Source: an optimization exercise on an open RTL-to-GDS flow (aim: small area, a short achievable clock period and few clock cycles per item). Production flows keep margins and buffers that such runs may drop.
No functional check of the RTL was part of any run shown here.

## flow/design.v (module list and top-level ports; edited modules follow where they fit)
// module sb_xor: 1 lines
// module sb_xnor: 1 lines
// module sb_and: 1 lines
// module sb_ao21: 1 lines
// module sb_ao22: 3 lines
// module sb_inv4: 26 lines
// module aes_sbox: 116 lines
// module aes_sbox_k: 125 lines
// module aes_dec_mix: 257 lines
// module aes_enc_mix: 174 lines
// module aes256_cbc: 216 lines
module aes256_cbc #(
  parameter [127:0] IV0 = 128'h0102030405060708090a0b0c0d0e0f10
) (
  input  wire         clk,
  input  wire         rst,         
  input  wire         in_valid,
  output wire         in_ready,
  input  wire [1:0]   in_op,
  input  wire         in_first,
  input  wire [127:0] in_data,
  input  wire [255:0] in_key,
  output wire         out_valid,
  input  wire         out_ready,
  output wire [127:0] out_data,
  output wire [1:0]   out_err
);
  // ...
==> flow/flow/run.sh <==
#!/bin/bash
# The standard layout (the standard.sh, ORFS synthesis to final), with one change: the port
# buffers that global placement inserts are the smallest buffer cell instead of ORFS's default
# pick (a 4-stage delay buffer). Every port still gets its buffer.
set -euo pipefail
bash standard.sh 'BUFFER_PORTS_ARGS=-buffer_cell sky130_fd_sc_hd__buf_1' finish > standard_flow.log 2>&1
==> flow/standard.sh <==
#!/bin/bash
# synth_recipe.tcl (not shown) runs the flow's synth.tcl, then flattens the netlist and writes it again
# the make line also repeats each setting of config.mk as NAME=value (left out here)
make -C /OpenROAD-flow-scripts/flow DESIGN_CONFIG=/design/flow/config.mk WORK_HOME=/design/flow/orfs CLKGATE_MAP_FILE= SYNTH_SCRIPT=/design/flow/synth_recipe.tcl "${@:-finish}"
==> flow/config.mk <==
export PLATFORM = sky130hd
export DESIGN_NAME = aes256_cbc
export DESIGN_NICKNAME = aes256_cbc
export VERILOG_FILES = /design/flow/design.v
export SDC_FILE = /design/flow/constraint.sdc
export NUM_CORES = 8
export LEC_CHECK = 0
export CAP_MARGIN = 30
export CORE_MARGIN = 2
export CORE_UTILIZATION = 45
export PLACE_DENSITY = 0.6
export SETUP_SLACK_MARGIN = 5
export SLEW_MARGIN = 35
export SYNTH_HIERARCHICAL = 1
export SYNTH_MINIMUM_KEEP_SIZE = 0
==> flow/constraint.sdc <==
create_clock -name core_clock -period 11.0 [get_ports {clk}]
set_input_delay 2.2000 -clock core_clock [delete_from_list [all_inputs] [get_ports {clk}]]
set_output_delay 2.2000 -clock core_clock [all_outputs]
set_load 0.01 [all_outputs]
==> flow_summary.json, run 1 <==
{
  "status": "no timing/DRC/antenna violations",
  "dp.cells": 15300,
  "synth_enable_flop_cells": 779,
  "layout-drive-gt1-share_pct": 18.9,
  "syn-mean-instance-area_um2": 9.15,
  "synthMuxAreaShare_pct": 2.76,
  "reg2reg_depth": 23,
  "path_max_fanout": 9,
  "buffers": 1394,
  "path_clk_slew_ns": 0.07,
  "finalCritPeriodShare_pct": 55.2,
  "setup_ws_ns": 4.92,
  "antenna_cells": 34,
  "routed.top_layer": "met5",
  "yosysSeqAreaShare_pct": 30.2,
  "overflow": 0,
  "finClkSkew_ns": 0.0651,
  "crit_start": "state[11]$_DFF_P_",
  "hold_class": "flop to flop",
  "grt_max_degree": 145,
  "seqAreaFraction_pct": 24.8,
  "synth.most_common_cell": "xor2_1",
  "root_buffer": "clkbuf_16",
  "drv_cap": 0,
  "yosysWarnings": 7,
  "ys_top_cells_by_count": "xor2_1 (3558), nand2_1 (974), xnor2_1 (942), and2_1 (799), edfxtp_1 (779)",
  "pin_count": 523,
  "fin_util_pct": 55.6,
  "grt_pass1_vias": 89500,
  "slew_violations": 0,
  "cts_sinks": 1296,
  "place_congestion": 1.01,
  "crit_top_cell": "xor2_1",
  "r2r-start": "state[11]$_DFF_P_"
}
==> module aes256_cbc, before the edit <==
module aes256_cbc #(
  parameter [127:0] IV0 = 128'h0102030405060708090a0b0c0d0e0f10
) (
  input  wire         clk,
  input  wire         rst,         
  input  wire         in_valid,
  output wire         in_ready,
  input  wire [1:0]   in_op,
  input  wire         in_first,
  input  wire [127:0] in_data,
  input  wire [255:0] in_key,
  output wire         out_valid,
  input  wire         out_ready,
  output wire [127:0] out_data,
  output wire [1:0]   out_err
);
  localparam [1:0] OP_KEXP = 2'd0, OP_ENC = 2'd1, OP_DEC = 2'd2, OP_ILL = 2'd3;
  localparam [1:0] E_NONE = 2'd0, E_ILLEGAL = 2'd1, E_NOKEY = 2'd2;
  reg         busy;           
  reg [1:0]   err;            
  reg [3:0]   rnd;            
  reg         aesv;           
  reg         ovalid;
  reg [127:0] obuf;           
  reg [1:0]   oerr;
  reg [127:0] state;
  reg [127:0] chain;          
  reg [127:0] mask;           
  reg [255:0] k0;             
  reg [255:0] kn;             
  reg         kn_pending;     
  reg [255:0] w;              
  reg  enc, dec, kexp;        
  wire is_enc  = enc;
  wire is_dec  = dec;
  wire is_kexp = kexp;
  reg         parked;         
  wire at_end  = busy && !parked &&
                 (is_enc ? (rnd == 4'd14) : is_dec ? (rnd == 4'd0) : 1'b1);
  wire done    = at_end || (busy && parked);
  wire fin     = done && (!ovalid || out_ready);
  wire park    = at_end && !fin;
  assign in_ready  = !ovalid && (!busy || done) && !(in_op == OP_DEC && kn_pending);
  assign out_valid = ovalid;
  assign out_data  = obuf;
  assign out_err   = oerr;
  wire accept = in_valid && in_ready;
  function automatic [7:0] xtime(input [7:0] a);
    xtime = {a[6:0], 1'b0} ^ (a[7] ? 8'h1b : 8'h00);
  endfunction
  function automatic [7:0] ainv(input [7:0] b);
    ainv = {b[6] ^ b[4] ^ b[1], b[5] ^ b[3] ^ b[0], b[7] ^ b[4] ^ b[2], b[6] ^ b[3] ^ b[1],
            b[5] ^ b[2] ^ b[0], ~(b[7] ^ b[4] ^ b[1]), b[6] ^ b[3] ^ b[0], ~(b[7] ^ b[5] ^ b[2])};
  endfunction
  function automatic [7:0] alin(input [7:0] b);
    integer i;
    begin
      for (i = 0; i < 8; i = i + 1)
        alin[i] = b[i] ^ b[(i + 4) % 8] ^ b[(i + 5) % 8] ^ b[(i + 6) % 8] ^ b[(i + 7) % 8];
    end
  endfunction
  function automatic [127:0] alin_all(input [127:0] v);
    integer i;
    begin
      for (i = 0; i < 16; i = i + 1) alin_all[8*i +: 8] = alin(v[8*i +: 8]);
    end
  endfunction
  function automatic [127:0] ainv_all(input [127:0] v);
    integer i;
    begin
      for (i = 0; i < 16; i = i + 1) ainv_all[8*i +: 8] = ainv(v[8*i +: 8]);
    end
  endfunction
  wire [127:0] sb;
  wire [127:0] ka;
  genvar g;
  generate
    for (g = 0; g < 16; g = g + 1) begin : g_sbox
      localparam integer I = 15 - g;                        
      localparam integer J = I % 4 + 4 * ((I / 4 + I % 4) % 4);
      aes_sbox_k u_sb (.a(state[8*g +: 8]), .k(ka[127 - 8*J -: 8] & {8{dec}}), .y(sb[8*g +: 8]));
    end
  endgenerate
  reg [127:0] sr, isr;
  integer r, c;
  always @(*) begin
    for (r = 0; r < 4; r = r + 1)
      for (c = 0; c < 4; c = c + 1) begin
        sr[127 - 8*(r + 4*c) -: 8]  = sb[127 - 8*(r + 4*((c + r) % 4)) -: 8];
        isr[127 - 8*(r + 4*c) -: 8] = sb[127 - 8*(r + 4*((c + 4 - r) % 4)) -: 8];
      end
  end
  wire [127:0] wa   = w[255:128];
  wire [127:0] rkey = w[127:0];       
  wire [127:0] q_enc;
  generate
    for (g = 0; g < 4; g = g + 1) begin : g_emix
      aes_enc_mix u_em (.x(sr[32*g +: 32]), .k(rkey[32*g +: 32]), .y(q_enc[32*g +: 32]));
    end
  endgenerate
  assign ka = alin_all(rkey);
  wire [127:0] xs    = isr;                       
  wire [127:0] z     = ainv_all(xs);              
  wire [127:0] q_dec;
  generate
    for (g = 0; g < 4; g = g + 1) begin : g_dmix
      aes_dec_mix u_dm (.x(xs[32*g +: 32]), .y(q_dec[32*g +: 32]));
    end
  endgenerate
  wire [127:0] q_last = dec ? (z ^ mask) : (sr ^ rkey);
  wire [31:0] ks_sub;
  generate
    for (g = 0; g < 4; g = g + 1) begin : g_ksbox
      aes_sbox u_ksb (.a(rkey[8*g +: 8]), .y(ks_sub[8*g +: 8]));
    end
  endgenerate
  reg [7:0] rcon;
  always @(*) begin
    case (rnd)
      4'd1:    rcon = 8'h01;
      4'd3:    rcon = 8'h02;
      4'd5:    rcon = 8'h04;
      4'd7:    rcon = 8'h08;
      4'd9:    rcon = 8'h10;
      4'd11:   rcon = 8'h20;
      4'd13:   rcon = 8'h40;
      default: rcon = 8'h00;
    endcase
  end
  wire [31:0]  kt = rnd[0] ? {ks_sub[23:0], ks_sub[31:24]} : ks_sub;    
  wire [31:0]  p0 = wa[127:96] ^ {rcon, 24'h0};
  wire [31:0]  p1 = wa[95:64] ^ p0;
  wire [31:0]  p2 = wa[63:32] ^ p1;
  wire [31:0]  p3 = wa[31:0]  ^ p2;
  wire [31:0]  e0 = p0 ^ kt;
  wire [31:0]  e1 = dec ? (wa[95:64] ^ wa[127:96]) : (p1 ^ kt);
  wire [31:0]  e2 = dec ? (wa[63:32] ^ wa[95:64])  : (p2 ^ kt);
  wire [31:0]  e3 = dec ? (wa[31:0]  ^ wa[63:32])  : (p3 ^ kt);
  wire [255:0] w_step = {rkey, e0, e1, e2, e3};
  wire         chain_now = fin && is_enc && !parked;    
  wire [127:0] cv     = chain_now ? q_last : chain;      
  wire [127:0] xin    = in_first ? IV0 : cv;
  wire         new_enc = (in_op == OP_ENC) && aesv;
  wire         new_dec = (in_op == OP_DEC) && aesv;
  wire [255:0] kstart = (new_dec && !(busy && is_kexp)) ? kn : k0;
  wire [127:0] kin    = in_data ^ kstart[255:128];
  wire [127:0] init_d = ainv_all(kin);                   
  wire         use_sr = chain_now && !in_first;
  wire [127:0] qe     = kin ^ (in_first ? IV0 : chain_now ? rkey : chain);
  wire         s_d    = dec && !accept;
  wire         s_e    = !dec && !accept;
  wire         s_id   = accept && new_dec;
  wire         s_ie   = accept && !new_dec;
  wire [127:0] sr_use, init_e, st_a, st_b, st_next;
  generate
    for (g = 0; g < 128; g = g + 1) begin : g_next
      sb_and  u_su (.a(sr[g]), .b(use_sr), .y(sr_use[g]));
      sb_xor  u_ie (.a(sr_use[g]), .b(qe[g]), .y(init_e[g]));
      sb_ao22 u_sa (.a(s_id), .b(init_d[g]), .c(s_ie), .d(init_e[g]), .y(st_a[g]));
      sb_ao21 u_sb (.a(s_e), .b(q_enc[g]), .c(st_a[g]), .y(st_b[g]));
      sb_ao21 u_sc (.a(s_d), .b(q_dec[g]), .c(st_b[g]), .y(st_next[g]));
    end
  endgenerate
  wire         load_w = (accept && (new_enc || new_dec)) || (busy && is_kexp && rnd == 4'd0);
  always @(posedge clk) begin
    state <= st_next;
    w <= load_w ? kstart : w_step;
    if (accept && in_op == OP_KEXP) k0 <= in_key;
    if (kn_pending && !is_dec && rnd == 4'd13) kn <= {e0, e1, e2, e3, rkey};
    if (accept && new_dec)          mask <= xin;
    else if (park)                  mask <= q_last;
  end
  always @(posedge clk) begin
    if (rst) begin
      busy   <= 1'b0;
      parked <= 1'b0;
      kn_pending <= 1'b0;
      aesv   <= 1'b0;
      ovalid <= 1'b0;
      chain  <= IV0;
    end else begin
      if (fin) begin
        ovalid <= 1'b1;
        obuf   <= !(is_enc || is_dec) ? 128'h0 : parked ? mask : q_last;
        oerr   <= err;
      end else if (out_ready) begin
        ovalid <= 1'b0;
      end
      if (at_end && is_enc) chain <= q_last;
      if (park) parked <= 1'b1;
      if (fin) begin
        busy   <= 1'b0;
        parked <= 1'b0;
      end
      rnd <= is_dec ? rnd - 4'd1 : rnd + 4'd1;
      if (kn_pending && !is_dec && rnd == 4'd13) kn_pending <= 1'b0;
      if (accept) begin
        busy <= 1'b1;
        enc  <= new_enc;
        dec  <= new_dec;
        kexp <= (in_op == OP_KEXP);
        err  <= (in_op == OP_ILL) ? E_ILLEGAL : (in_op != OP_KEXP && !aesv) ? E_NOKEY : E_NONE;
        if (in_op == OP_KEXP) begin
          aesv       <= 1'b1;
          kn_pending <= 1'b1;
          rnd        <= 4'd0;
        end
        if (new_enc) rnd <= 4'd1;
        if (new_dec) rnd <= 4'd13;
        if (new_dec) begin
          chain <= in_data;
        end
      end
    end
  end
endmodule
==> run 2: changes to the inputs <==
--- a/flow/design.v
+++ b/flow/design.v
@@ -7,2 +7,37 @@
 endmodule
+module sb_mux2 (input wire s, input wire a, input wire b, output wire y); assign y = s ? b : a; endmodule
+module sb_ainvx (input wire [7:0] x, input wire [7:0] m, output wire [7:0] y);
+  wire t7, u7;
+  sb_xor g7a (.a(x[6]), .b(x[4]), .y(t7));
+  sb_xor  g7b (.a(x[1]), .b(m[7]), .y(u7));
+  sb_xor g7c (.a(t7), .b(u7), .y(y[7]));
+  wire t6, u6;
+  sb_xor g6a (.a(x[5]), .b(x[3]), .y(t6));
+  sb_xor  g6b (.a(x[0]), .b(m[6]), .y(u6));
+  sb_xor g6c (.a(t6), .b(u6), .y(y[6]));
+  wire t5, u5;
+  sb_xor g5a (.a(x[7]), .b(x[4]), .y(t5));
+  sb_xor  g5b (.a(x[2]), .b(m[5]), .y(u5));
+  sb_xor g5c (.a(t5), .b(u5), .y(y[5]));
+  wire t4, u4;
+  sb_xor g4a (.a(x[6]), .b(x[3]), .y(t4));
+  sb_xor  g4b (.a(x[1]), .b(m[4]), .y(u4));
+  sb_xor g4c (.a(t4), .b(u4), .y(y[4]));
+  wire t3, u3;
+  sb_xor g3a (.a(x[5]), .b(x[2]), .y(t3));
+  sb_xor  g3b (.a(x[0]), .b(m[3]), .y(u3));
+  sb_xor g3c (.a(t3), .b(u3), .y(y[3]));
+  wire t2, u2;
+  sb_xor g2a (.a(x[7]), .b(x[4]), .y(t2));
+  sb_xnor g2b (.a(x[1]), .b(m[2]), .y(u2));
+  sb_xor g2c (.a(t2), .b(u2), .y(y[2]));
+  wire t1, u1;
+  sb_xor g1a (.a(x[6]), .b(x[3]), .y(t1));
+  sb_xor  g1b (.a(x[0]), .b(m[1]), .y(u1));
+  sb_xor g1c (.a(t1), .b(u1), .y(y[1]));
+  wire t0, u0;
+  sb_xor g0a (.a(x[7]), .b(x[5]), .y(t0));
+  sb_xnor g0b (.a(x[2]), .b(m[0]), .y(u0));
+  sb_xor g0c (.a(t0), .b(u0), .y(y[0]));
+endmodule
 module sb_inv4 (input wire m20, input wire m21, input wire m22, input wire m23,
@@ -807,3 +842,2 @@
   wire [127:0] xs    = isr;                       
-  wire [127:0] z     = ainv_all(xs);              
   wire [127:0] q_dec;
@@ -814,3 +848,11 @@
   endgenerate
-  wire [127:0] q_last = dec ? (z ^ mask) : (sr ^ rkey);
+  wire [127:0] qe_l, qd_l;
+  generate
+    for (g = 0; g < 16; g = g + 1) begin : g_last
+      sb_ainvx u_ai (.x(xs[8*g +: 8]), .m(mask[8*g +: 8]), .y(qd_l[8*g +: 8]));
+    end
+    for (g = 0; g < 128; g = g + 1) begin : g_laste
+      sb_xor u_qe (.a(sr[g]), .b(rkey[g]), .y(qe_l[g]));
+    end
+  endgenerate
   wire [31:0] ks_sub;
@@ -834,3 +876,4 @@
   end
-  wire [31:0]  kt = rnd[0] ? {ks_sub[23:0], ks_sub[31:24]} : ks_sub;    
+  wire [31:0]  kt;
+  wire [127:0] f;
   wire [31:0]  p0 = wa[127:96] ^ {rcon, 24'h0};
@@ -839,10 +882,14 @@
   wire [31:0]  p3 = wa[31:0]  ^ p2;
-  wire [31:0]  e0 = p0 ^ kt;
-  wire [31:0]  e1 = dec ? (wa[95:64] ^ wa[127:96]) : (p1 ^ kt);
-  wire [31:0]  e2 = dec ? (wa[63:32] ^ wa[95:64])  : (p2 ^ kt);
-  wire [31:0]  e3 = dec ? (wa[31:0]  ^ wa[63:32])  : (p3 ^ kt);
-  wire [255:0] w_step = {rkey, e0, e1, e2, e3};
+  wire [127:0] kp = {p0, p1, p2, p3};
+  wire [127:0] kc = {32'h0, wa[95:64] ^ wa[127:96], wa[63:32] ^ wa[95:64], wa[31:0] ^ wa[63:32]};
+  wire [31:0]  ks_rot = {ks_sub[23:0], ks_sub[31:24]};
+  generate
+    for (g = 0; g < 32; g = g + 1) begin : g_kt
+      sb_mux2 u_kt (.s(rnd[0]), .a(ks_sub[g]), .b(ks_rot[g]), .y(kt[g]));
+    end
+    for (g = 0; g < 128; g = g + 1) begin : g_kf
+      sb_xor u_kf (.a(kp[g]), .b(kt[g % 32]), .y(f[g]));
+    end
+  endgenerate
   wire         chain_now = fin && is_enc && !parked;    
-  wire [127:0] cv     = chain_now ? q_last : chain;      
-  wire [127:0] xin    = in_first ? IV0 : cv;
   wire         new_enc = (in_op == OP_ENC) && aesv;
@@ -869,9 +916,21 @@
   wire         load_w = (accept && (new_enc || new_dec)) || (busy && is_kexp && rnd == 4'd0);
+  wire [127:0] w_lo_e = load_w ? kstart[127:0] : (kc & {128{dec}});
+  wire         sel_f0 = !load_w;
+  wire         sel_f  = !load_w && !dec;
+  wire [127:0] w_lo;
+  generate
+    for (g = 0; g < 128; g = g + 1) begin : g_wlo
+      sb_ao21 u_w (.a(g >= 96 ? sel_f0 : sel_f), .b(f[g]), .c(w_lo_e[g]), .y(w_lo[g]));
+    end
+  endgenerate
+  wire         acc_dec = accept && new_dec;
+  wire [127:0] q_l    = is_dec ? qd_l : qe_l;
+  wire [127:0] m_next = acc_dec ? (in_first ? IV0 : chain_now ? qe_l : chain) : q_l;
+  wire [127:0] o_next = !(is_enc || is_dec) ? 128'h0 : parked ? mask : q_l;
   always @(posedge clk) begin
     state <= st_next;
-    w <= load_w ? kstart : w_step;
+    w <= {load_w ? kstart[255:128] : rkey, w_lo};
     if (accept && in_op == OP_KEXP) k0 <= in_key;
-    if (kn_pending && !is_dec && rnd == 4'd13) kn <= {e0, e1, e2, e3, rkey};
-    if (accept && new_dec)          mask <= xin;
-    else if (park)                  mask <= q_last;
+    if (kn_pending && !is_dec && rnd == 4'd13) kn <= {f, rkey};
+    if (acc_dec || park)            mask <= m_next;
   end
@@ -888,3 +947,3 @@
         ovalid <= 1'b1;
-        obuf   <= !(is_enc || is_dec) ? 128'h0 : parked ? mask : q_last;
+        obuf   <= o_next;
         oerr   <= err;
@@ -893,3 +952,3 @@
       end
-      if (at_end && is_enc) chain <= q_last;
+      if (at_end && is_enc) chain <= qe_l;
       if (park) parked <= 1'b1;
==> flow/run.sh (new file) <==
#!/bin/bash
# synth_recipe.tcl (not shown) runs the flow's synth.tcl, then flattens the netlist and writes it again
# the make line also repeats each setting of config.mk as NAME=value (left out here)
make -C /OpenROAD-flow-scripts/flow DESIGN_CONFIG=/design/flow/config.mk WORK_HOME=/design/flow/orfs CLKGATE_MAP_FILE= SYNTH_SCRIPT=/design/flow/synth_recipe.tcl finish
removed: flow/flow/run.sh
removed: flow/standard.sh
==> flow_summary.json, run 2 <==
{
  "cp.arrival_ns": 6.85,
  "cp_data_required_time_ns": 11.73,
  "netlist.area_leader.share_pct": 31.9,
  "rsz0062_at_grt": "true",
  "ys_ff_latch": 1296,
  "grt_first_pass_wirelength_um": 701000,
  "viasPerCell": 5.98,
  "slew_violations": 0,
  "drt-total-wl_um": 517000,
  "vias": 97500,
  "preCtsSetupSlack_ns": 2.79,
  "fp-row-count": 184,
  "dr.pass1.iters": 9,
  "tightest_slew_ns": 1.08,
  "synth.most_common_cell": "xor2_1",
  "async_flop_share_pct": 0,
  "crit_path_end_kind": "flop",
  "synthDistinctLibCells": 53,
  "status": "no timing/DRC/antenna violations",
  "numPortBuffers": 522,
  "syn-num-nets": 12700,
  "pin_count": 523,
  "ant_nets": 0,
  "nFillCells": 21900,
  "hold_class": "flop to flop",
  "nNetsFinal": 13200,
  "relSlewSlack_pct": 28.3,
  "hpwl_um": 379000,
  "yosysTopAreaCell": "xor2_1",
  "track_usage_pct": 38.4,
  "route.detailed.drc": 0,
  "cts_sinks": 1296,
  "overflow": 0,
  "die_w_um": 505,
  "layout-drive-gt1-share_pct": 16.3,
  "finalCritPeriodShare_pct": 55.6,
  "dieArea_um2": 255000,
  "cts_buffers": 157,
  "max_freq_ghz": 0.163,
  "place_congestion": 1.03,
  "reg_top3": "k0: 256 flops, kn: 256 flops, w: 256 flops",
  "fin_util_pct": 55.5,
  "yosysWarnings": 7,
  "final_common_cell": "xor2_1",
  "synth_enable_flop_cells": 779,
  "cts_tree": "done",
  "core_um2": 251000,
  "setup_viol": 0,
  "root_buffer": "clkbuf_16",
  "path_clk_slew_ns": 0.06,
  "grt_max_degree": 187,
  "clock_tree.buffer_depth": 3,
  "finalHoldViolCount": 0,
  "finalSetupTns_ns": 0,
  "clock_latency_ns": 0.89,
  "start_util_pct": 45.1,
  "area_growth_pct": 23.0,
  "crit_path_start_kind": "primary input",
  "drv_cap": 0,
  "hold_ws_ns": 0.427,
  "synth_top_flop_cell": "edfxtp_1",
  "min_period_ns": 6.12,
  "post_drt_wl_per_cell_um": 31.7,
  "dp.cells": 15500,
  "mappedNetlistArea_um2": 113000,
  "layout_common_cells": "xor2_1 (3372), edfxtp_1 (779), and2_1 (778)",
  "final_cells": 16300,
  "finClkSkew_ns": 0.0667,
  "grt_antenna_before_repair": 49,
  "grt_pass1_vias": 91000,
  "die_h_um": 505,
  "setup_ws_ns": 4.88,
  "yosys-top-cells-area": "xor2_1 (32%), edfxtp_1 (21%), dfxtp_1 (9.2%)",
  "htreeDepth": 4,
  "holdBufCountCts": 0,
  "syn-mean-instance-area_um2": 9.20,
  "path_max_fanout": 70,
  "yosysSeqAreaShare_pct": 29.8,
  "placed_area_um2": 121000,
  "crit_type": "primary input to flop",
  "ys_top_cells_by_count": "xor2_1 (4113), and2_1 (799), edfxtp_1 (779), a21oi_1 (719), nor2_1 (631)",
  "finalInstanceArea_um2": 139000,
  "drt_iter0_markers": 13700,
  "syn_inst": 12300
}
## run 2: cell types whose count changed in the layout (fill, tap and decap cells not counted), sizes merged, moves of 74 or more
| cell | delta |
|---|---|
| nand4 | +95 |
| xor2 | +552 |
| a211oi | +124 |
| o21ai | -162 |
| clkdlybuf4s50 | +519 |
| o21a | -74 |
| buf | -618 |
| xnor2 | -406 |
| a21oi | +346 |
| mux2i | +76 |
| a21o | +161 |
| nand2 | -411 |
| a311oi | -92 |
| o31ai | +95 |
## run 2: final cells by class
class                           count  area, um^2  area share, %
Clock buffer                      199        4200           3.02
Tap cell                         3348        4190           3.01
Timing Repair Buffer             1307       12600           9.08
Sequential cell                  1296       33900           24.4
Inverter                           85         334          0.240
Clock inverter                     93        1170          0.844
Antenna cell                       23        57.6         0.0414
Multi-Input combinational cell   9959       82600           59.4
Timing Repair inverter              1        5.00        0.00360
## run 2: per-layer routing
| layer | vias up | share of wire (%) | global-route usage (%) |
|---|---|---|---|
| li1 | 41700 | - | - |
| met1 | 48000 | 40 | 52.7 |
| met2 | 6568 | 39 | 52.0 |
| met3 | 1200 | 13 | 12.3 |
| met4 | 18 | 7.3 | 23.3 |
| met5 | - | 0.039 | 0 |
## run 2: kinds of logic (layout without fill, tap and decap cells)
kind of cell	count (synthesis)	in the layout	synth area share, %
xor+xnor	4661	4662	36.1
simple gates	2903	2906	13.9
compound gates	2049	2049	11.7
flops	1296	1296	29.8
buf+inv	1043	1685	5.24
mux	337	337	3.12
fa+ha+maj	5	5	0.0553
other cells	0	23	0
## run 2: repair_timing
action,in CTS,in global routing
setup endpoints to repair,549,440
setup buffers,159,301
resized for setup,678,609
hold endpoints to repair,0,0
cloned,1,5
pin swaps,129,176
## run 2: critical path, cell delays in order
cell	delay [ns]
clkdlybuf4s50_1	0.62
nand2b_4	0.52
nand3_4	0.49
nor2_4	0.57
buf_6	0.56
buf_4	0.59
and2_1	0.23
xor2_1	0.15
a22o_1	0.37
a21o_1	0.13
a21o_1	0.27
## run 2: path summary, 6_finish.rpt
check,start,end,slack [ns],depth (start not counted)
worst min register to register,w[72]$_DFF_P_,kn[72]$_DFFE_PP_,0.43,0
worst max-delay path,out_ready,state[103]$_DFF_P_,4.88,11
worst max register to register,state[122]$_DFF_P_,state[98]$_DFF_P_,5.02,23
worst min-delay path,w[72]$_DFF_P_,kn[72]$_DFFE_PP_,0.43,0
## run 2: per-module statistics from Yosys, one instance, submodules excluded, excerpt
module,times used,flip-flops and latches,cells
aes256_cbc,1,1296,6082
aes_dec_mix,4,0,32
aes_enc_mix,4,0,32
sb_inv4,20,0,36
aes_sbox,4,0,8
aes_sbox_k,16,0,8
sb_mux2,32,0,1
sb_ao22,128,0,1
sb_xnor,176,0,1
sb_xor,3688,0,1
sb_ao21,384,0,1
sb_and,668,0,1
==> run 3: changes to the inputs <==
--- a/flow/config.mk
+++ b/flow/config.mk
@@ -11,3 +11,3 @@
 export PLACE_DENSITY = 0.6
-export SETUP_SLACK_MARGIN = 5
+export SETUP_SLACK_MARGIN = 4.5
 export SLEW_MARGIN = 35
==> flow_summary.json, run 3 <==
{
  "root_buffer": "clkbuf_16",
  "yosysSeqAreaShare_pct": 29.8,
  "yosysWarnings": 7,
  "crit_path_start_kind": "primary input",
  "syn_inst": 12300,
  "area_growth_pct": 16.6,
  "status": "no timing/DRC/antenna violations",
  "layout-drive-gt1-share_pct": 10.3,
  "mappedNetlistArea_um2": 113000,
  "slew_violations": 0,
  "syn-mean-instance-area_um2": 9.20,
  "numPortBuffers": 522,
  "synth_enable_flop_cells": 779,
  "relSlewSlack_pct": 28.2,
  "rsz0062_at_grt": "true",
  "cp_data_required_time_ns": 11.73,
  "hold_ws_ns": 0.427,
  "final_cells": 16000,
  "viasPerCell": 5.94,
  "fp-row-count": 184,
  "die_w_um": 505,
  "path_clk_slew_ns": 0.06,
  "synth_top_flop_cell": "edfxtp_1",
  "r2r_end": "state[20]$_DFF_P_",
  "min_path_cells": 0,
  "layout_common_cells": "xor2_1 (3718), and2_1 (796), edfxtp_1 (779)",
  "pin_count": 523,
  "cts_sinks": 1296,
  "clock_latency_ns": 0.90,
  "max_freq_ghz": 0.155,
  "ys_top_cells_by_count": "xor2_1 (4113), and2_1 (799), edfxtp_1 (779), a21oi_1 (719), nor2_1 (631)",
  "reg2reg_depth": 23,
  "hpwl_um": 370000,
  "r2r_slack_ns": 4.59,
  "place_congestion": 1.02,
  "cts_buffers": 158,
  "finClkSkew_ns": 0.0767,
  "drv_cap": 0,
  "vias": 94900,
  "syn-num-nets": 12700,
  "preCtsSetupSlack_ns": 3.04,
  "ant_nets": 0,
  "finalCritPeriodShare_pct": 58.5,
  "path_max_fanout": 43,
  "synthDistinctLibCells": 53,
  "start_util_pct": 45.1,
  "clock_tree.buffer_depth": 3,
  "dp.cells": 15500,
  "post_drt_wl_per_cell_um": 31.0,
  "grt_pass1_vias": 89300,
  "final_common_cell": "xor2_1",
  "min_delay_worst_endpoint": "kn[87]$_DFFE_PP_",
  "route.detailed.drc": 0,
  "drt-total-wl_um": 495000,
  "finalHoldViolCount": 0,
  "yosys-top-cells-area": "xor2_1 (32%), edfxtp_1 (21%), dfxtp_1 (9.2%)",
  "netlist.area_leader.share_pct": 31.9,
  "drt_iter0_markers": 12800,
  "synth.most_common_cell": "xor2_1",
  "yosysTopAreaCell": "xor2_1",
  "grt_max_degree": 199,
  "cts_tree": "done",
  "ys_ff_latch": 1296,
  "dr.pass1.iters": 7,
  "crit_type": "primary input to flop",
  "core_um2": 251000,
  "dieArea_um2": 255000,
  "nNetsFinal": 12900,
  "crit_path_end_kind": "flop",
  "track_usage_pct": 37.1,
  "tightest_slew_ns": 1.08,
  "setup_ws_ns": 4.56,
  "r2r-start": "state[100]$_DFF_P_",
  "hold_class": "flop to flop",
  "worstHoldStart": "w[87]$_DFF_P_",
  "cp.arrival_ns": 7.17,
  "setup_viol": 0,
  "grt_antenna_before_repair": 41,
  "overflow": 0,
  "async_flop_share_pct": 0,
  "finalSetupTns_ns": 0,
  "min_period_ns": 6.44,
  "htreeDepth": 4,
  "grt_first_pass_wirelength_um": 681000,
  "reg_top3": "k0: 256 flops, kn: 256 flops, w: 256 flops",
  "die_h_um": 505
}
## run 3: cell types whose count changed in the layout (fill, tap and decap cells not counted), moves of 10 or more
| cell | before | now |
|---|---|---|
| a21oi_2 | 26 | 7 |
| xor2_4 | 223 | 123 |
| dfxtp_1 | 423 | 490 |
| and2_1 | 778 | 796 |
| dfxtp_2 | 84 | 26 |
| a21oi_1 | 691 | 711 |
| xor2_2 | 519 | 274 |
| buf_12 | 64 | 23 |
| clkinv_2 | 28 | 18 |
| and2_2 | 15 | 1 |
| buf_6 | 79 | 59 |
| buf_4 | 599 | 350 |
| xor2_1 | 3372 | 3718 |
## run 3: worst max-delay path, stage by stage
cell and delay (ns):
clkdlybuf4s50_1 0.59, nand3b_1 0.20, buf_4 0.41, inv_6 0.24, nand2_8 0.43, buf_4 0.64
mux2i_1 0.83, xnor2_1 0.40, xor2_1 0.27, xor2_1 0.19, a22o_1 0.21, a21o_1 0.22
a21o_1 0.17
## run 3: how the worst max path moves through the flow
stage	to	cells past startpoint	slack (ns)	startpoint
2_1_floorplan	k0[0]$_DFFE_PP_	7	4.09	rnd[0]$_DFFE_PN_
3_3_place_gp	state[60]$_DFF_P_	22	3.06	state[4]$_DFF_P_
3_5_place_dp	state[96]$_DFF_P_	22	3.04	state[20]$_DFF_P_
4_1_cts	state[96]$_DFF_P_	22	4.45	state[121]$_DFF_P_
5_1_grt	state[28]$_DFF_P_	23	4.36	state[100]$_DFF_P_
6_report	state[21]$_DFF_P_	13	4.56	in_op[1]
## run 3: kinds of logic (layout without fill, tap and decap cells)
logic type	after synthesis	after routing	share of synthesized area, %
DFF	1296	1296	29.8
xor gates and xnor gates	4661	4663	36.1
other	0	29	0
and+or+nand+nor	2903	2903	13.9
adders and majority gates	5	5	0.0553
muxes	337	337	3.12
AOI/OAI and AO/OA	2049	2049	11.7
buffers and inverters	1043	1352	5.24
## run 3: layout make-up
type | instances | area, um^2
diodes | 29 | 72.6
clock buffers | 210 | 4360
repair buffers | 970 | 9310
multi-input cells | 9957 | 78600
fillers | 22700 | 119000
inverters | 85 | 334
flip-flops and latches | 1296 | 33800
well taps | 3348 | 4190
clock inverters | 87 | 1200
## run 3: timing repair
action                                  in CTS  in global routing
gates cloned                                 0                  2
resized for setup                          287                290
pin swaps                                   32                 56
hold buffers                                 0                  0
endpoints found under the hold margin        0                  0
endpoints found under the setup margin     223                259
setup buffers                               41                 68
## run 3: per-stage QoR
step	utilization [%]	cell area [um^2]
5_1_grt	52.6	132000
4_1_cts	51.4	129000
3_5_place_dp	48.1	121000
6_report	52.6	132000
2_1_floorplan	-	113000
3_3_place_gp	48.0	120000
## run 3: layer usage
metal	wire length, um	vias to the layer above	GRT usage [%]	share of wire, %
met4	33600	4	20.8	6.8
met5	32	-	0	0.0065
met1	199000	46400	50.5	40
met3	64900	1085	12.1	13
met2	197000	5999	51.2	40
li1	-	41300	-	-
## run 3: modules after synthesis (local to each module, per instance), a selection
| module | cells inside | cell area [um^2] | flip-flops and latches | copies in the design |
|---|---|---|---|---|
| sb_xnor | 1 | 8.76 | 0 | 176 |
| sb_xor | 1 | 8.76 | 0 | 3688 |
| aes_sbox_k | 8 | 60.1 | 0 | 16 |
| aes_enc_mix | 32 | 240 | 0 | 4 |
| aes256_cbc | 6082 | 62800 | 1296 | 1 |
| sb_inv4 | 36 | 230 | 0 | 20 |
| sb_mux2 | 1 | 15.0 | 0 | 32 |
| sb_ao22 | 1 | 8.76 | 0 | 128 |
| aes_sbox | 8 | 60.1 | 0 | 4 |
| sb_and | 1 | 6.26 | 0 | 668 |
| aes_dec_mix | 32 | 240 | 0 | 4 |
| sb_ao21 | 1 | 7.51 | 0 | 384 |
==> run 4: changes to the inputs <==
--- a/flow/design.v
+++ b/flow/design.v
@@ -926,5 +926,18 @@
   wire         acc_dec = accept && new_dec;
-  wire [127:0] q_l    = is_dec ? qd_l : qe_l;
-  wire [127:0] m_next = acc_dec ? (in_first ? IV0 : chain_now ? qe_l : chain) : q_l;
-  wire [127:0] o_next = !(is_enc || is_dec) ? 128'h0 : parked ? mask : q_l;
+  wire         m_qe   = (acc_dec && !in_first && chain_now) || (park && is_enc);
+  wire         m_qd   = park && is_dec;
+  wire [127:0] m_e    = (IV0 & {128{acc_dec && in_first}}) | (chain & {128{acc_dec && !in_first && !chain_now}});
+  wire [127:0] m_a, m_next;
+  wire         o_pk   = parked && (is_enc || is_dec);
+  wire         o_d    = !parked && is_dec;
+  wire         o_e    = !parked && is_enc;
+  wire [127:0] o_a, o_next;
+  generate
+    for (g = 0; g < 128; g = g + 1) begin : g_mo
+      sb_ao21 u_ma (.a(m_qe), .b(qe_l[g]), .c(m_e[g]), .y(m_a[g]));
+      sb_ao21 u_mb (.a(m_qd), .b(qd_l[g]), .c(m_a[g]), .y(m_next[g]));
+      sb_ao22 u_oa (.a(o_d), .b(qd_l[g]), .c(o_e), .d(qe_l[g]), .y(o_a[g]));
+      sb_ao21 u_ob (.a(o_pk), .b(mask[g]), .c(o_a[g]), .y(o_next[g]));
+    end
+  endgenerate
   always @(posedge clk) begin
==> flow_summary.json, run 4 <==
{
  "cp.arrival_ns": 7.06,
  "track_usage_pct": 37.2,
  "route.detailed.drc": 0,
  "start_util_pct": 45.3,
  "relSlewSlack_pct": 31.6,
  "r2r_end": "state[54]$_DFF_P_",
  "routed.top_layer": "met5",
  "overflow": 0,
  "crit_path_start_kind": "flop",
  "synthDistinctLibCells": 63,
  "crit_type": "flop to flop",
  "register_area_um2": 33800,
  "tightest_slew_ns": 1.03,
  "hpwl_um": 380000,
  "reg_top3": "k0: 256 flops, kn: 256 flops, w: 256 flops",
  "cts_sinks": 1296,
  "path_max_fanout": 12,
  "syn_inst": 11600,
  "mappedNetlistArea_um2": 116000,
  "min_path_cells": 0,
  "yosysWarnings": 7,
  "root_buffer": "clkbuf_16",
  "final_common_cell": "xor2_1",
  "finalSetupTns_ns": 0,
  "dr.pass1.iters": 6,
  "grt_pass1_vias": 89600,
  "reg2reg_depth": 23,
  "yosysTopAreaCell": "xor2_1",
  "area_growth_pct": 17.0,
  "async_flop_share_pct": 0,
  "viasPerCell": 6.08,
  "fp-row-count": 186,
  "post_drt_wl_per_cell_um": 32.9,
  "finClkSkew_ns": 0.0852,
  "ys_top_cells_by_count": "xor2_1 (4011), and2_1 (895), edfxtp_1 (779), a21o_1 (768), dfxtp_1 (517)",
  "max_freq_ghz": 0.158,
  "place_congestion": 0.999,
  "layout_common_cells": "xor2_1 (3581), and2_1 (891), edfxtp_1 (779)",
  "die_w_um": 512,
  "layout-drive-gt1-share_pct": 13.6,
  "cts_tree": "done",
  "core_um2": 257000,
  "nFillCells": 22600,
  "crit_path_end_kind": "flop",
  "numPortBuffers": 522,
  "cp_data_required_time_ns": 11.73,
  "multi_input_area_um2": 82400,
  "r2r_slack_ns": 4.67,
  "netlist.area_leader.share_pct": 30.2,
  "crit_top_cell": "xor2_1",
  "dp.cells": 15000,
  "syn-num-nets": 12000,
  "route.met3.wl_um": 66200,
  "drv_cap": 0,
  "min_period_ns": 6.33,
  "slowest_delay_ns": 0.49,
  "vias": 93900,
  "yosys-top-cells-area": "xor2_1 (30%), edfxtp_1 (20%), dfxtp_1 (8.9%)",
  "wl_met1_um": 207000,
  "syn-mean-instance-area_um2": 10.0,
  "ant_nets": 0,
  "htreeDepth": 4,
  "path_clk_slew_ns": 0.06,
  "cts_buffers": 155,
  "ys_ff_latch": 1296,
  "die_h_um": 512,
  "path_cells": "xor2_1 > xor2_1 > xor2_1 > and2_1 > xor2_1 > xor2_1 > xor2_2 > buf_4 > nor2b_1 > o21a_1 > a211oi_2 > and2_1 > xor2_1 > xor2_1 > xor2_2 > xnor2_1 > buf_6 > xor2_4 > xor2_2 > xor2_1 > xor2_1 > xnor2_1 > a21o_1",
  "grt_first_pass_wirelength_um": 695000,
  "synth_enable_flop_cells": 779,
  "clock_latency_ns": 0.89,
  "drt_iter0_markers": 12800,
  "clock_tree.buffer_depth": 3,
  "grt_antenna_before_repair": 54,
  "finalHoldViolCount": 0,
  "synth.most_common_cell": "xor2_1",
  "status": "no timing/DRC/antenna violations",
  "setup_viol": 0,
  "drt-total-wl_um": 508000,
  "grt_max_degree": 164,
  "holdBufCountCts": 0,
  "pin_count": 523,
  "synth_top_flop_cell": "edfxtp_1",
  "yosysSeqAreaShare_pct": 29.0,
  "min_delay_worst_endpoint": "kn[108]$_DFFE_PP_",
  "finalCritPeriodShare_pct": 57.5,
  "worstHoldStart": "w[108]$_DFF_P_",
  "dieArea_um2": 262000,
  "rsz0062_at_grt": "true",
  "hold_class": "flop to flop",
  "wl_met2_um": 204000,
  "final_cells": 15500,
  "slowest_stage": "dfxtp_1",
  "slew_violations": 0,
  "r2r-start": "state[80]$_DFF_P_",
  "nNetsFinal": 12300
}
run 4: cell types whose count changed in the layout (fill, tap and decap cells not counted), moves of 137 or more:
| cell | previous run | this run |
|---|---|---|
| nor2_1 | 617 | 79 |
| a21oi_1 | 711 | 252 |
| nand2_1 | 561 | 204 |
| a21o_1 | 414 | 765 |
| mux2_2 | 0 | 254 |
| a31oi_1 | 250 | 41 |
| xor2_1 | 3718 | 3581 |
run 4: how the worst max path moves through the flow:
stage               cells past startpoint                 end              start
finish                                 23   state[54]$_DFF_P_  state[80]$_DFF_P_
global route                           23   state[17]$_DFF_P_  state[31]$_DFF_P_
CTS                                    22   state[96]$_DFF_P_  state[20]$_DFF_P_
detailed placement                     22   state[96]$_DFF_P_  state[21]$_DFF_P_
global placement                       19  state[121]$_DFF_P_  state[18]$_DFF_P_
floorplan                              10    state[0]$_DFF_P_          out_ready
run 4: cell type report:
cell class | count | share of cell area (%)
Antenna cell | 32 | 0.0589
Clock buffer | 194 | 3.05
Clock inverter | 96 | 1.09
Inverter | 83 | 0.243
Multi-Input combinational cell | 9382 | 60.6
Sequential cell | 1296 | 24.8
Tap cell | 3384 | 3.12
Timing Repair Buffer | 985 | 6.96
run 4: repair_timing:
| item | 4_1_cts | 5_1_grt |
|---|---|---|
| gates cloned | 1 | 1 |
| gates resized for setup | 287 | 311 |
| pin swaps | 28 | 81 |
| setup buffers | 42 | 74 |
| endpoints found under the setup margin | 191 | 173 |
run 4: kinds of logic after synthesis:
family,after synthesis,share of synthesized area (%)
XOR/XNOR,4576,36.1
AND/OR/NAND/NOR,2252,12.1
AO/OA/AOI/OAI,1939,12.2
flip-flops,1296,29.0
buffers and inverters,938,4.85
multiplexers,609,5.66
adder cells (fa/ha/maj),4,0.0431
run 4: metrics by stage:
stage	cell area [um^2]	setup slack (ns)	hold WS (ns)	utilization, %
floorplan	116000	3.20	0.400	-
detailed placement	124000	3.15	0.415	48.5
finish	136000	4.67	0.399	53.0
global placement	124000	2.96	0.414	48.3
CTS	133000	4.43	0.385	51.7
global route	136000	4.39	0.407	52.9
run 4: metal layers:
layer	track usage [%]	vias up
met3	12.2	1074
met2	51.7	6133
met4	18.7	22
li1	-	40100
met5	0	-
met1	51.1	46600
run 4: per-module statistics from Yosys, one instance, submodules excluded, excerpt:
module,flip-flops and latches,times used
aes256_cbc,1296,1
aes_dec_mix,0,4
aes_enc_mix,0,4
sb_inv4,0,20
aes_sbox,0,4
aes_sbox_k,0,16
sb_mux2,0,32
sb_ao22,0,256
sb_xnor,0,176
sb_xor,0,3688
sb_ao21,0,768
sb_and,0,668
run 4: worst max-delay path: cells and delay by family, from the launching register on:
kind | cells | cell delay [ns]
AOI/OAI and AO/OA | 3 | 0.78
xor gates and xnor gates | 15 | 3.94
buffers and inverters | 2 | 0.51
and+or+nand+nor | 3 | 0.46
DFF | 1 | 0.49
==> run 5: changes to the inputs <==
--- a/flow/config.mk
+++ b/flow/config.mk
@@ -11,3 +11,3 @@
 export PLACE_DENSITY = 0.6
-export SETUP_SLACK_MARGIN = 4.5
+export SETUP_SLACK_MARGIN = 5
 export SLEW_MARGIN = 35
==> flow_summary.json, run 5 <==
{
  "clock_latency_ns": 0.89,
  "rsz0062_at_grt": "true",
  "mappedNetlistArea_um2": 116000,
  "synth.most_common_cell": "xor2_1",
  "start_util_pct": 45.3,
  "grt_pass1_vias": 90400,
  "grt_max_degree": 149,
  "dr.pass1.iters": 6,
  "crit_top_cell": "a21o_1",
  "post_drt_wl_per_cell_um": 33.0,
  "layout_common_cells": "xor2_1 (3280), and2_1 (867), edfxtp_1 (779)",
  "reg_top3": "k0: 256 flops, kn: 256 flops, w: 256 flops",
  "synth_enable_flop_cells": 779,
  "drt_iter0_markers": 12800,
  "pin_count": 523,
  "slowest_stage": "clkdlybuf4s50_1",
  "netlist.area_leader.share_pct": 30.2,
  "drv_cap": 0,
  "overflow": 0,
  "cp_data_required_time_ns": 11.73,
  "slew_violations": 0,
  "crit_type": "primary input to flop",
  "syn_inst": 11600,
  "yosysWarnings": 7,
  "cts_sinks": 1296,
  "clock_tree.buffer_depth": 3,
  "hpwl_um": 381000,
  "yosysTopAreaCell": "xor2_1",
  "holdBufCountCts": 0,
  "drt-total-wl_um": 520000,
  "numPortBuffers": 522,
  "crit_path_start_kind": "primary input",
  "place_congestion": 1.03,
  "root_buffer": "clkbuf_16",
  "nNetsFinal": 12600,
  "layout-drive-gt1-share_pct": 19.3,
  "fp-row-count": 186,
  "max_freq_ghz": 0.166,
  "tightest_slew_ns": 1.06,
  "finalCritPeriodShare_pct": 54.9,
  "cp.arrival_ns": 6.76,
  "dieArea_um2": 262000,
  "grt_antenna_before_repair": 54,
  "finClkSkew_ns": 0.0916,
  "multi_input_area_um2": 86100,
  "finalHoldViolCount": 0,
  "setup_viol": 0,
  "synth_top_flop_cell": "edfxtp_1",
  "status": "no timing/DRC/antenna violations",
  "ys_top_cells_by_count": "xor2_1 (4011), and2_1 (895), edfxtp_1 (779), a21o_1 (768), dfxtp_1 (517)",
  "path_cells": "clkdlybuf4s50_1 > nand3b_1 > inv_6 > buf_12 > buf_8 > nand4b_1 > nand3_1 > xor3_1 > a22o_1 > a21o_1 > a21o_1",
  "viasPerCell": 6.05,
  "die_w_um": 512,
  "slowest_delay_ns": 0.64,
  "track_usage_pct": 37.9,
  "yosysSeqAreaShare_pct": 29.0,
  "ant_nets": 0,
  "dp.cells": 15000,
  "synthDistinctLibCells": 63,
  "async_flop_share_pct": 0,
  "crit_path_end_kind": "flop",
  "yosys-top-cells-area": "xor2_1 (30%), edfxtp_1 (20%), dfxtp_1 (8.9%)",
  "core_um2": 257000,
  "final_common_cell": "xor2_1",
  "path_clk_slew_ns": 0.07,
  "route.detailed.drc": 0,
  "preCtsSetupSlack_ns": 2.68,
  "hold_class": "flop to flop",
  "path_max_fanout": 126,
  "grt_first_pass_wirelength_um": 707000,
  "area_growth_pct": 22.9,
  "syn-mean-instance-area_um2": 10.0,
  "ys_ff_latch": 1296,
  "vias": 95500,
  "setup_ws_ns": 4.97,
  "final_cells": 15800,
  "register_area_um2": 33900,
  "htreeDepth": 4,
  "cts_tree": "done",
  "die_h_um": 512,
  "syn-num-nets": 12000,
  "relSlewSlack_pct": 29.3,
  "nFillCells": 22000,
  "finalSetupTns_ns": 0,
  "min_period_ns": 6.03,
  "cts_buffers": 154
}
-- run 5: cell counts after synthesis --
No cell type changed its count.
-- run 5: final timing paths --
| kind | start | endpoint | slack, ns | depth (start not counted) |
|---|---|---|---|---|
| hold reg to reg | w[86]$_DFF_P_ | kn[86]$_DFFE_PP_ | 0.43 | 0 |
| hold / removal | w[86]$_DFF_P_ | kn[86]$_DFFE_PP_ | 0.43 | 0 |
| setup reg to reg | state[82]$_DFF_P_ | state[44]$_DFF_P_ | 5.12 | 21 |
| setup / recovery | in_op[1] | state[93]$_DFF_P_ | 4.97 | 11 |
-- run 5: per-module statistics from Yosys, one instance, submodules excluded, a selection --
module	area, um^2	copies in the design
aes256_cbc	61900	1
aes_dec_mix	240	4
aes_enc_mix	240	4
aes_sbox	60.1	4
aes_sbox_k	60.1	16
sb_and	6.26	668
sb_ao21	7.51	768
sb_ao22	8.76	256
sb_inv4	230	20
sb_mux2	15.0	32
sb_xnor	8.76	176
sb_xor	8.76	3688
-- run 5: through the flow --
| stage | util, % | instance area [um^2] | hold slack (ns) |
|---|---|---|---|
| after floorplan | - | 116000 | 0.400 |
| after global placement | 48.3 | 124000 | 0.415 |
| after detailed placement | 48.5 | 125000 | 0.414 |
| after CTS | 53.1 | 136000 | 0.423 |
| after global routing | 55.6 | 143000 | 0.439 |
| final | 55.6 | 143000 | 0.429 |
-- run 5: worst max-delay path, delay by kind of cell --
family	cells	cell delay, ns
compound gates	3	0.88
xor+xnor	1	0.45
simple gates	3	0.95
buf+inv	4	2.00
-- run 5: what timing repair did --
action | CTS | global route
endpoints found under the setup margin | 433 | 358
hold endpoints to repair | 0 | 0
pin swaps | 140 | 201
gates resized for setup | 634 | 617
setup buffers | 192 | 254
gates cloned | 1 | 2
-- run 5: metal layers --
layer | GRT usage, % | wire length [um] | vias to the layer above
met5 | 0 | 116 | -
met4 | 20.6 | 33100 | 16
met3 | 11.5 | 66700 | 1124
met2 | 52.5 | 209000 | 6278
met1 | 52.2 | 211000 | 47600
li1 | - | - | 40400
-- run 5: logic make-up (layout without fill, tap and decap cells) --
family | count (synthesis) | after routing | synth area share, %
AND/OR/NAND/NOR | 2252 | 2252 | 12.1
AO/OA/AOI/OAI | 1939 | 1939 | 12.2
multiplexers | 609 | 609 | 5.66
other | 0 | 30 | 0
adder cells (fa/ha/maj) | 4 | 4 | 0.0431
XOR/XNOR | 4576 | 4579 | 36.1
flip-flops | 1296 | 1296 | 29.0
buffers and inverters | 938 | 1683 | 4.85
-- run 5: area by class of cell --
| class | instances | area share [%] |
|---|---|---|
| multi-input combinational | 9383 | 60.3 |
| sequential | 1296 | 23.7 |
| timing repair buffer | 1310 | 8.79 |
| tap | 3384 | 2.97 |
| clock buffer | 186 | 2.88 |
| clock inverter | 104 | 1.03 |
| inverter | 83 | 0.230 |
| antenna | 30 | 0.0526 |

[port drivers added, routing unchanged]
Ports are ideal in the flow. The routed layouts listed here were re-timed in OpenROAD. Step 1, drivers: a clkbuf_16 drives clk and a buf_2 each remaining input, both assumed. Step 2 moves the port delays by t, midway between the first and last clock arrival at a register: inputs arrive t later, outputs are due t later. That takes back most of the time a late clock gives input paths. Slacks: ideal ports / drivers / drivers and shift; pairs: ideal ports / drivers.
run	t, ns	setup slack, ns	worst setup path at the end	slew at the worst register clock pin (ns)	worst slew at a driven data input, ns
run 1	0.928	4.923 / 4.923 / 4.089	input to register	0.07 / 0.07	0.37
run 2	0.953	4.883 / 4.859 / 3.972	input to register	0.07 / 0.07	0.26
run 3	0.950	4.565 / 4.531 / 3.581	input to register	0.07 / 0.07	0.20
run 4	0.964	4.671 / 4.591 / 3.779	input to register	0.07 / 0.07	0.31
run 5	0.949	4.966 / 4.927 / 3.978	input to register	0.07 / 0.07	0.25
After both steps setup and hold are still met in every run listed. For run 5, which loses most, drivers alone change the setup slack by -0.039 ns; drivers and shift together by -0.988 ns.
